Context: an optimization exercise on an open-source flow, tuned for small area, a short achievable clock period and few clock cycles. The choices shown serve that exercise and are no tape-out recipe. The RTL was checked by simulation tests, not by an equivalence proof against the original design. Power and IR drop assume default switching activity.

--- flow/design.v ---
module bsb_dtvalid (
    input  wire [15:0] year,
    input  wire [7:0]  mon,
    input  wire [7:0]  day,
    input  wire [7:0]  hour,
    input  wire [7:0]  min,
    input  wire [7:0]  sec,
    output wire        valid
);
    wire leap = ((year % 16'd4) == 16'd0) &&
                (((year % 16'd100) != 16'd0) || ((year % 16'd400) == 16'd0));
    reg [7:0] dim;
    always @(*) begin
        case (mon)
            8'd4, 8'd6, 8'd9, 8'd11: dim = 8'd30;
            8'd2:                    dim = leap ? 8'd29 : 8'd28;
            default:                 dim = 8'd31;
        endcase
    end
    assign valid = (mon >= 8'd1) && (mon <= 8'd12) &&
                   (day >= 8'd1) && (day <= 8'd31) &&
                   (hour <= 8'd23) && (min <= 8'd59) && (sec <= 8'd59) &&
                   (day <= dim);
endmodule
module bsb_dec (
    input  wire [2:0]  tag,
    input  wire [15:0] div,
    input  wire [7:0]  plen,
    input  wire [95:0] pay,
    output reg  [7:0]  err,
    output reg  [7:0]  flag,
    output reg  [31:0] int_v,
    output reg  [31:0] mnum,
    output reg  [31:0] mden,
    output reg  [15:0] year,
    output reg  [7:0]  mon,
    output reg  [7:0]  day,
    output reg  [7:0]  wday,
    output reg  [7:0]  hour,
    output reg  [7:0]  min,
    output reg  [7:0]  sec,
    output reg  [7:0]  trail,
    output reg  [1:0]  sn,
    output reg         smark,
    output reg  [20:0] sh,
    output reg  [23:0] sm,
    output reg  [23:0] eh,
    output reg  [23:0] em
);
    wire [7:0] b0  = pay[7:0];
    wire [7:0] b1  = pay[15:8];
    wire [7:0] b2  = pay[23:16];
    wire [7:0] b3  = pay[31:24];
    wire [7:0] b4  = pay[39:32];
    wire [7:0] b5  = pay[47:40];
    wire [7:0] b6  = pay[55:48];
    wire [7:0] b7  = pay[63:56];
    wire [7:0] b8  = pay[71:64];
    wire [31:0] raw16 = {{16{b1[7]}}, b1, b2};
    wire [15:0] dt_year = 16'd1900 + {8'd0, b1};
    wire dt_ok;
    bsb_dtvalid u_dtvalid (
        .year(dt_year), .mon(b2), .day(b3), .hour(b5), .min(b6), .sec(b7),
        .valid(dt_ok)
    );
    reg [1:0] sch_n;
    reg       sch_mark;
    reg       sch_short;
    always @(*) begin
        sch_n     = 2'd0;
        sch_mark  = 1'b0;
        sch_short = 1'b0;
        if (plen < 8'd4) begin
            sch_short = 1'b1;
        end else if (b0[7]) begin
            sch_n = 2'd1; sch_mark = 1'b1;
        end else if (plen < 8'd8) begin
            sch_n = 2'd1; sch_short = (plen > 8'd4);
        end else if (b4[7]) begin
            sch_n = 2'd2; sch_mark = 1'b1;
        end else if (plen < 8'd12) begin
            sch_n = 2'd2; sch_short = (plen > 8'd8);
        end else begin
            sch_n = 2'd3; sch_mark = b8[7];
        end
    end
    integer i;
    always @(*) begin
        err   = 8'h00;
        flag  = b0;
        int_v = raw16;
        mnum  = raw16;
        mden  = {16'd0, div};
        year  = dt_year;
        mon   = b2;
        day   = b3;
        wday  = b4;
        hour  = b5;
        min   = b6;
        sec   = b7;
        trail = b8;
        sn    = sch_n;
        smark = sch_mark;
        sh    = 21'd0;
        sm    = 24'd0;
        eh    = 24'd0;
        em    = 24'd0;
        for (i = 0; i < 3; i = i + 1) begin
            if (i < sch_n) begin
                sh[7*i +: 7] = pay[32*i +: 7];
                sm[8*i +: 8] = pay[32*i + 8 +: 8];
                eh[8*i +: 8] = pay[32*i + 16 +: 8];
                em[8*i +: 8] = pay[32*i + 24 +: 8];
            end
        end
        case (tag)
            3'd0, 3'd1: begin
                if (plen < 8'd3) err = 8'h06;
            end
            3'd2: begin
                if (div == 16'd0)     err = 8'hFF;
                else if (plen < 8'd3) err = 8'h06;
            end
            3'd3: begin
                if (plen < 8'd9)  err = 8'h06;
                else if (!dt_ok)  err = 8'h07;
            end
            3'd4: begin
                if (sch_short) err = 8'h06;
            end
            3'd5: begin
                int_v = {24'd0, b1};
                if (plen < 8'd2) err = 8'h06;
            end
            default: err = 8'h05;
        endcase
    end
endmodule
module bsb_enc (
    input  wire [2:0]  tag,
    input  wire [7:0]  v_flag,
    input  wire [31:0] v_int,
    input  wire [15:0] v_year,
    input  wire [7:0]  v_mon,
    input  wire [7:0]  v_day,
    input  wire [7:0]  v_wday,
    input  wire [7:0]  v_hour,
    input  wire [7:0]  v_min,
    input  wire [7:0]  v_sec,
    input  wire [7:0]  v_trail,
    input  wire [1:0]  v_sn,
    input  wire        v_smark,
    input  wire [20:0] v_sh,
    input  wire [23:0] v_sm,
    input  wire [23:0] v_eh,
    input  wire [23:0] v_em,
    output reg  [7:0]  err,
    output reg  [95:0] pay,
    output reg  [7:0]  plen
);
    wire dt_ok;
    bsb_dtvalid u_dtvalid (
        .year(v_year), .mon(v_mon), .day(v_day), .hour(v_hour), .min(v_min), .sec(v_sec),
        .valid(dt_ok)
    );
    wire int16_ok = ($signed(v_int) >= -32'sd32768) && ($signed(v_int) <= 32'sd32767);
    wire enum_ok  = (v_int[31:8] == 24'd0);
    wire year_ok  = (v_year >= 16'd1900) && (v_year <= 16'd2155);
    wire [15:0] year_off = v_year - 16'd1900;
    integer i;
    always @(*) begin
        err  = 8'h00;
        pay  = 96'd0;
        plen = 8'd0;
        case (tag)
            3'd0, 3'd1: begin
                if (!int16_ok) err = 8'h08;
                pay[23:0] = {v_int[7:0], v_int[15:8], v_flag};
                plen = 8'd3;
            end
            3'd3: begin
                if (!dt_ok)        err = 8'h07;
                else if (!year_ok) err = 8'h08;
                pay[71:0] = {v_trail, v_sec, v_min, v_hour, v_wday, v_day, v_mon,
                             year_off[7:0], v_flag};
                plen = 8'd9;
            end
            3'd4: begin
                if (v_sn == 2'd0) err = 8'h08;
                for (i = 0; i < 3; i = i + 1) begin
                    if (i < v_sn) begin
                        pay[32*i +: 8]      = {(v_smark && (i == v_sn - 1)), v_sh[7*i +: 7]};
                        pay[32*i + 8 +: 8]  = v_sm[8*i +: 8];
                        pay[32*i + 16 +: 8] = v_eh[8*i +: 8];
                        pay[32*i + 24 +: 8] = v_em[8*i +: 8];
                    end
                end
                plen = v_smark ? 8'd12 : {4'd0, v_sn, 2'b00};
            end
            3'd5: begin
                if (!enum_ok) err = 8'h08;
                pay[15:0] = {v_int[7:0], v_flag};
                plen = 8'd2;
            end
            default: err = 8'h05;    
        endcase
    end
endmodule
module bsb_fenc (
    input  wire        clk,
    input  wire        rst,
    input  wire        go,
    input  wire [31:0] mnum,
    input  wire [15:0] div,
    input  wire [31:0] mden,
    output reg         fin,
    output reg  [15:0] q16,
    output reg         ovf
);
    localparam F_IDLE = 2'd0, F_DIV = 2'd1, F_RND = 2'd2;
    reg [1:0]  st;
    reg [5:0]  cnt;
    reg        neg;
    reg [47:0] nq;     
    reg [32:0] rem;
    wire [31:0] mag   = mnum[31] ? (32'd0 - mnum) : mnum;
    wire [47:0] prod  = mag * div;
    wire [32:0] rem_sh  = {rem[31:0], nq[47]};
    wire        ge      = (rem_sh >= {1'b0, mden});
    wire [32:0] rem_nxt = ge ? (rem_sh - {1'b0, mden}) : rem_sh;
    wire [33:0] two_r   = {rem, 1'b0};
    wire        up      = (two_r > {2'b0, mden}) || ((two_r == {2'b0, mden}) && nq[0]);
    wire [48:0] mq      = {1'b0, nq} + {48'd0, up};
    wire        too_big = neg ? (mq > 49'd32768) : (mq > 49'd32767);
    wire [15:0] mq16    = mq[15:0];
    always @(posedge clk) begin
        if (rst) begin
            st  <= F_IDLE;
            fin <= 1'b0;
        end else begin
            fin <= 1'b0;
            case (st)
                F_IDLE: begin
                    if (go) begin
                        neg <= mnum[31];
                        nq  <= prod;
                        rem <= 33'd0;
                        cnt <= 6'd0;
                        st  <= F_DIV;
                    end
                end
                F_DIV: begin
                    rem <= rem_nxt;
                    nq  <= {nq[46:0], ge};
                    cnt <= cnt + 6'd1;
                    if (cnt == 6'd47) st <= F_RND;
                end
                F_RND: begin
                    q16 <= neg ? (16'd0 - mq16) : mq16;
                    ovf <= too_big;
                    fin <= 1'b1;
                    st  <= F_IDLE;
                end
                default: st <= F_IDLE;
            endcase
        end
    end
endmodule
module bsb_pcodec (
    input  wire        clk,
    input  wire        rst,
    input  wire        start,
    input  wire        op,         
    input  wire [2:0]  tag,
    input  wire [15:0] div,
    input  wire [7:0]  plen,
    input  wire [95:0] pay_in,
    input  wire [7:0]  v_flag,
    input  wire [31:0] v_int,
    input  wire [31:0] v_mnum,
    input  wire [31:0] v_mden,
    input  wire [15:0] v_year,
    input  wire [7:0]  v_mon,
    input  wire [7:0]  v_day,
    input  wire [7:0]  v_wday,
    input  wire [7:0]  v_hour,
    input  wire [7:0]  v_min,
    input  wire [7:0]  v_sec,
    input  wire [7:0]  v_trail,
    input  wire [1:0]  v_sn,
    input  wire        v_smark,
    input  wire [20:0] v_sh,
    input  wire [23:0] v_sm,
    input  wire [23:0] v_eh,
    input  wire [23:0] v_em,
    output wire        ready,
    output reg         done,
    output reg  [7:0]  err,
    output reg  [2:0]  o_tag,
    output reg  [7:0]  o_flag,
    output reg  [31:0] o_int,
    output reg  [31:0] o_mnum,
    output reg  [31:0] o_mden,
    output reg  [15:0] o_year,
    output reg  [7:0]  o_mon,
    output reg  [7:0]  o_day,
    output reg  [7:0]  o_wday,
    output reg  [7:0]  o_hour,
    output reg  [7:0]  o_min,
    output reg  [7:0]  o_sec,
    output reg  [7:0]  o_trail,
    output reg  [1:0]  o_sn,
    output reg         o_smark,
    output reg  [20:0] o_sh,
    output reg  [23:0] o_sm,
    output reg  [23:0] o_eh,
    output reg  [23:0] o_em,
    output reg  [95:0] o_pay,
    output reg  [7:0]  o_plen
);
    localparam S_IDLE = 2'd0, S_EXEC = 2'd1, S_FLT = 2'd2;
    reg [1:0] state;
    assign ready = (state == S_IDLE);
    reg        r_op;
    reg [2:0]  r_tag;
    reg [15:0] r_div;
    reg [7:0]  r_plen;
    reg [95:0] r_pay;
    reg [7:0]  r_flag;
    reg [31:0] r_int, r_mnum, r_mden;
    reg [15:0] r_year;
    reg [7:0]  r_mon, r_day, r_wday, r_hour, r_min, r_sec, r_trail;
    reg [1:0]  r_sn;
    reg        r_smark;
    reg [20:0] r_sh;
    reg [23:0] r_sm, r_eh, r_em;
    wire [7:0]  d_err, d_flag, d_mon, d_day, d_wday, d_hour, d_min, d_sec, d_trail;
    wire [31:0] d_int, d_mnum, d_mden;
    wire [15:0] d_year;
    wire [1:0]  d_sn;
    wire        d_smark;
    wire [20:0] d_sh;
    wire [23:0] d_sm, d_eh, d_em;
    bsb_dec u_dec (
        .tag(r_tag), .div(r_div), .plen(r_plen), .pay(r_pay),
        .err(d_err), .flag(d_flag), .int_v(d_int), .mnum(d_mnum), .mden(d_mden),
        .year(d_year), .mon(d_mon), .day(d_day), .wday(d_wday), .hour(d_hour),
        .min(d_min), .sec(d_sec), .trail(d_trail), .sn(d_sn), .smark(d_smark),
        .sh(d_sh), .sm(d_sm), .eh(d_eh), .em(d_em)
    );
    wire [7:0]  e_err, e_plen;
    wire [95:0] e_pay;
    bsb_enc u_enc (
        .tag(r_tag), .v_flag(r_flag), .v_int(r_int), .v_year(r_year),
        .v_mon(r_mon), .v_day(r_day), .v_wday(r_wday), .v_hour(r_hour),
        .v_min(r_min), .v_sec(r_sec), .v_trail(r_trail), .v_sn(r_sn),
        .v_smark(r_smark), .v_sh(r_sh), .v_sm(r_sm), .v_eh(r_eh), .v_em(r_em),
        .err(e_err), .pay(e_pay), .plen(e_plen)
    );
    wire        f_go = (state == S_EXEC) && r_op && (r_tag == 3'd2) &&
                       (r_div != 16'd0) && (r_mden != 32'd0);
    wire        f_fin, f_ovf;
    wire [15:0] f_q;
    bsb_fenc u_fenc (
        .clk(clk), .rst(rst), .go(f_go),
        .mnum(r_mnum), .div(r_div), .mden(r_mden),
        .fin(f_fin), .q16(f_q), .ovf(f_ovf)
    );
    always @(posedge clk) begin
        if (rst) begin
            state <= S_IDLE;
            done  <= 1'b0;
        end else begin
            done <= 1'b0;
            case (state)
                S_IDLE: begin
                    if (start) begin
                        r_op    <= op;
                        r_tag   <= tag;
                        r_div   <= div;
                        r_plen  <= plen;
                        r_pay   <= pay_in;
                        r_flag  <= v_flag;
                        r_int   <= v_int;
                        r_mnum  <= v_mnum;
                        r_mden  <= v_mden;
                        r_year  <= v_year;
                        r_mon   <= v_mon;
                        r_day   <= v_day;
                        r_wday  <= v_wday;
                        r_hour  <= v_hour;
                        r_min   <= v_min;
                        r_sec   <= v_sec;
                        r_trail <= v_trail;
                        r_sn    <= v_sn;
                        r_smark <= v_smark;
                        r_sh    <= v_sh;
                        r_sm    <= v_sm;
                        r_eh    <= v_eh;
                        r_em    <= v_em;
                        state   <= S_EXEC;
                    end
                end
                S_EXEC: begin
                    if (!r_op) begin
                        err     <= d_err;
                        o_tag   <= r_tag;
                        o_flag  <= d_flag;
                        o_int   <= d_int;
                        o_mnum  <= d_mnum;
                        o_mden  <= d_mden;
                        o_year  <= d_year;
                        o_mon   <= d_mon;
                        o_day   <= d_day;
                        o_wday  <= d_wday;
                        o_hour  <= d_hour;
                        o_min   <= d_min;
                        o_sec   <= d_sec;
                        o_trail <= d_trail;
                        o_sn    <= d_sn;
                        o_smark <= d_smark;
                        o_sh    <= d_sh;
                        o_sm    <= d_sm;
                        o_eh    <= d_eh;
                        o_em    <= d_em;
                        done    <= 1'b1;
                        state   <= S_IDLE;
                    end else if (r_tag == 3'd2) begin
                        o_pay  <= 96'd0;
                        o_plen <= 8'd3;
                        if (r_div == 16'd0) begin
                            err   <= 8'hFF;
                            done  <= 1'b1;
                            state <= S_IDLE;
                        end else if (r_mden == 32'd0) begin
                            err   <= 8'h08;
                            done  <= 1'b1;
                            state <= S_IDLE;
                        end else begin
                            state <= S_FLT;
                        end
                    end else begin
                        err    <= e_err;
                        o_pay  <= e_pay;
                        o_plen <= e_plen;
                        done   <= 1'b1;
                        state  <= S_IDLE;
                    end
                end
                S_FLT: begin
                    if (f_fin) begin
                        err        <= f_ovf ? 8'h08 : 8'h00;
                        o_pay[23:0] <= {f_q[7:0], f_q[15:8], r_flag};
                        done       <= 1'b1;
                        state      <= S_IDLE;
                    end
                end
                default: state <= S_IDLE;
            endcase
        end
    end
endmodule
--- flow/config.mk ---
export PLATFORM = sky130hd
export DESIGN_NAME = bsb_pcodec
export DESIGN_NICKNAME = bsb_pcodec
export VERILOG_FILES = /design/flow/design.v
export SDC_FILE = /design/flow/constraint.sdc
export NUM_CORES = 4
export LEC_CHECK = 0
export CAP_MARGIN = 20
export CORE_MARGIN = 2
export CORE_UTILIZATION = 40
export SLEW_MARGIN = 20
--- flow/constraint.sdc ---
create_clock -name core_clock -period 10.0 [get_ports {clk}]
set_input_delay 2.0000 -clock core_clock [delete_from_list [all_inputs] [get_ports {clk}]]
set_output_delay 2.0000 -clock core_clock [all_outputs]
set_load 0.01 [all_outputs]
--- flow/run.sh ---
#!/bin/bash
# synth_recipe.tcl (not shown) runs the flow's synth.tcl, then flattens the netlist and writes it again
# the make line also repeats each setting of config.mk as NAME=value (left out here)
make -C /OpenROAD-flow-scripts/flow DESIGN_CONFIG=/design/flow/config.mk WORK_HOME=/design/flow/orfs CLKGATE_MAP_FILE= SYNTH_SCRIPT=/design/flow/synth_recipe.tcl finish
==> results.py <==
metrics = {
    "outcome": {
        "outcome": "timing/DRC/antenna clean",
    },
    "critical_path": {
        "cp-startpoint": "r_mnum[2]$_DFFE_PP_",
        "cp_slowest_cell": "or4_4",
        "slowest_delay_ns": 0.55,
        "cp-start-kind": "flop",
        "crit_path_end_kind": "flop",
        "criticalPathCategory": "flop to flop",
        "critPathArrivalTime_ns": 9.87,
        "crit_fanout": 4,
        "worstPathRequired_ns": 10.41,
        "regToRegStartpoint": "r_mnum[2]$_DFFE_PP_",
        "crit_path_frequent_cell": "fa_1",
    },
    "power_and_ir_drop": {
        "power.share.clock": 0.187,
        "intPower_uw": 11100,
        "seqPwrFrac": 0.251,
        "switching_share": 0.392,
        "power.share.combinational": 0.562,
        "power.leakage_uw": 0.0246,
        "p_sw_uw": 7170,
        "max-vdd-ir-drop_mv": 0.433,
        "cellPowerDensity_nw_per_um2": 287,
    },
    "cells_and_area": {
        "drive_gt1_frac": 0.0620,
        "stdcell_area_um2": 63700,
        "nets": 6089,
        "synthToLayoutAreaGrowth_pct": 24.9,
        "fin_util": 0.502,
    },
    "floorplanning": {
        "ioPinCount": 788,
        "start_util": 0.401,
        "fp-row-count": 131,
        "die_y_um": 361,
        "dieArea_um2": 130000,
        "die_x_um": 361,
        "coreArea_um2": 127000,
    },
    "cts": {
        "cts_buffers": 94,
        "clock_path_buffers": 3,
        "cts_hold_buf": 0,
        "root_buffer": "clkbuf_16",
        "cts_tree": "done",
        "clkLatencyLatePin_ns": 0.71,
        "clkTransAtPathRegs_ns": 0.06,
        "cts_sinks": 825,
        "htree_levels": 3,
    },
    "sta": {
        "grt_setup_unrepaired": "false",
        "worstMarginPinSlew_ns": 1.06,
        "finalSetupViolations": 0,
        "slew_violations": 0,
        "post-route-min-period_ns": 9.46,
        "final_hold_viol_count": 0,
        "fin_crit_sh": 0.946,
        "relSlewSlack": 0.292,
        "finClkSkew_ns": 0.0373,
        "max_freq_mhz": 106,
        "whs_ns": 0.438,
        "timing.final.ws_setup_ns": 0.541,
    },
    "placement": {
        "hpwl_um": 122000,
        "place_area_um2": 60500,
        "pre_cts_ws_ns": 0.331,
        "numPortBuffers": 763,
        "gp_congestion": 0.903,
    },
    "global_routing": {
        "grt_pass1_wl_um": 229000,
        "grt_max_degree": 155,
        "grt_pass1_vias": 35700,
        "grt-ovfl-total": 0,
        "track_usage": 0.235,
        "antenna_found_initial": 38,
    },
    "route": {
        "viasPerCell": 5.21,
        "drc": 0,
        "wl_met1_um": 58700,
        "first_pass_iters": 6,
        "num_vias": 35800,
        "drtIter0Drc": 2679,
        "routedWlPerCell_um": 22.6,
        "routed-wl-met3_um": 9290,
        "highest-signal-layer": "met5",
        "antenna_left": 0,
        "met2_length_um": 80800,
        "wirelength_um": 155000,
    },
    "worst_hold_path": {
        "hp-class": "flop to flop",
        "min_from": "r_pay[42]$_DFFE_PP_",
    },
    "yosys": {
        "ys_seq_area_frac": 0.485,
        "synth.avg_cell_area_um2": 11.7,
        "synth_seq_cells": 825,
        "synth_flop_cell": "edfxtp_1",
        "async_flop_share": 0,
        "synth.distinct_cells": 105,
        "synth-edff-count": 819,
        "synth_area_um2": 51000,
        "netlist_instances": 4361,
        "yosysWarnings": 5,
    },
    "run": {
        "cap_violations": 0,
    },
}
[state kept, by name, summed over array words and instances, names as in the netlist, 32 cells and up]
signal and cells:
u_fenc.rem 33, r_mnum 32, r_pay 96, u_fenc.nq 48
r_int 32, r_mden 32, o_pay 96
[worst paths after layout]
kind,end,cells after the start,slack (ns)
max,u_fenc.nq[47]$_DFFE_PP_,35,0.54
min,o_hour[2]$_DFFE_PP_,0,0.44
max reg2reg,u_fenc.nq[47]$_DFFE_PP_,35,0.54
min reg2reg,o_hour[2]$_DFFE_PP_,0,0.44
[through the flow]
| stage | instances | power (uW) | setup TNS (ns) |
|---|---|---|---|
| global placement | 6661 | 14800 | 0 |
| finish | 6862 | 18300 | 0 |
| floorplan | 4384 | 12600 | -1207.54 |
| detailed placement | 6661 | 14900 | 0 |
| CTS | 6834 | 18500 | 0 |
| global route | 6861 | 20000 | 0 |
[worst max-delay path, delay by kind of cell (launching register included)]
kind	cells	cell delay (ns)
buffers and inverters	5	0.27
and+or+nand+nor	8	2.07
DFF	1	0.43
adders and majority gates	7	3.30
AOI/OAI and AO/OA	13	2.80
xor gates and xnor gates	2	0.32
[layout by cell type, fill, tap and decap left out, types with 24 or more instances in the layout]
cell	netlist	final
clkdlybuf4s50_1	0	763
edfxtp_1	819	819
nand2_1	562	562
xnor2_1	105	100
buf_4	70	94
nor2b_1	58	58
a21o_1	27	27
a22oi_1	58	58
o21bai_1	27	26
and2_1	235	235
nand2b_1	31	30
ha_1	172	172
a21oi_1	125	123
nor4_1	43	41
inv_1	503	503
nor2_1	215	209
clkbuf_1	162	25
diode_2	0	24
xor2_1	44	44
nand3_1	82	82
clkbuf_16	0	94
a31oi_1	25	24
nor3_1	31	28
o21ai_0	150	150
fa_1	419	419
conb_1	1	24
nand4_1	36	36
[logic make-up after synthesis]
group / count (synthesis) / share of synthesized area
flip-flops: 825 / 0.485
multiplexers: 25 / 0.00550
AND/OR/NAND/NOR: 1387 / 0.131
adder cells (fa/ha/maj): 594 / 0.207
buffers and inverters: 746 / 0.0605
AO/OA/AOI/OAI: 631 / 0.0843
other: 1 / 0.0000735
XOR/XNOR: 152 / 0.0265
[layout make-up]
cell class              instances  area [um^2]
clock buffers                 121         2470
flip-flops and latches        825        24700
multi-input cells            2813        23500
diodes                         24         60.1
clock inverters                52          576
well taps                    1662         2080
inverters                     503         1890
repair buffers                862         8440
fillers                     11300        63300
[cells in the mapped netlist, types with 8 or more instances]
| cell | count | area, um^2 |
|---|---|---|
| a211oi_1 | 15 | 113 |
| a21boi_0 | 9 | 67.6 |
| a21o_1 | 27 | 203 |
| a21oi_1 | 125 | 626 |
| a222oi_1 | 9 | 90.1 |
| a22o_1 | 22 | 193 |
| a22oi_1 | 58 | 435 |
| a31oi_1 | 25 | 156 |
| and2_1 | 235 | 1470 |
| and3_1 | 17 | 106 |
| buf_4 | 70 | 526 |
| clkbuf_1 | 162 | 608 |
| edfxtp_1 | 819 | 24600 |
| fa_1 | 419 | 8390 |
| ha_1 | 172 | 2150 |
| inv_1 | 503 | 1890 |
| mux2_2 | 17 | 191 |
| nand2_1 | 562 | 2110 |
| nand2b_1 | 31 | 194 |
| nand3_1 | 82 | 410 |
| nand4_1 | 36 | 225 |
| nor2_1 | 215 | 807 |
| nor2b_1 | 58 | 363 |
| nor3_1 | 31 | 155 |
| nor3b_1 | 14 | 105 |
| nor4_1 | 43 | 269 |
| o211ai_1 | 15 | 113 |
| o21a_1 | 22 | 165 |
| o21ai_0 | 150 | 751 |
| o21bai_1 | 27 | 203 |
| o31a_1 | 8 | 70.1 |
| o31ai_1 | 20 | 150 |
| or3_1 | 15 | 93.8 |
| or4_1 | 13 | 97.6 |
| xnor2_1 | 105 | 920 |
| xor2_1 | 44 | 385 |
[power groups by stage]
stage	sequential (uW)	clock [uW]	combinational, uW
2_1_floorplan	4640	0	7960
3_3_place_gp	4650	0	10100
3_5_place_dp	4650	0	10300
4_1_cts	4580	3500	10400
5_1_grt	4600	3630	11800
6_report	4580	3420	10300
[what timing repair did]
action / 4_1_cts / 5_1_grt
hold endpoints to repair: 0 / 0
setup endpoints to repair: 0 / 4
buffers inserted: 0 / 4
resized for setup: 0 / 9
[per-layer routing]
metal  up-vias  track usage
met5         -            0
met4         6       0.0971
met3       271       0.0428
met2      1151        0.422
met1     18000        0.275
li1      16300            -
Testbench counts, summed over its fixed seeds: cycles 152,850.

[static timing again, ports no longer ideal]
Ports are ideal in the flow. The routed layout listed here was re-timed in OpenROAD. Step 1: set_driving_cell puts a clkbuf_16 on clk and a buf_2 on each other input, an assumption about the parent block. Step 2 moves the port delays by t, midway between the first and last clock arrival at a register: inputs arrive t later, outputs are due t later. That takes back most of the time a late clock gives input paths. a / b / c = ideal / step 1 / step 2; a / b = the first two.
t, ns: 0.764
setup slack, ns: 0.541 / 0.541 / 0.541
hold WS [ns]: 0.438 / 0.438 / 0.438
worst setup path at the end: register to register
After both steps setup and hold are still met in this run. The setup slack of this run moves by 0.000 ns with the drivers and by 0.000 ns with both steps.
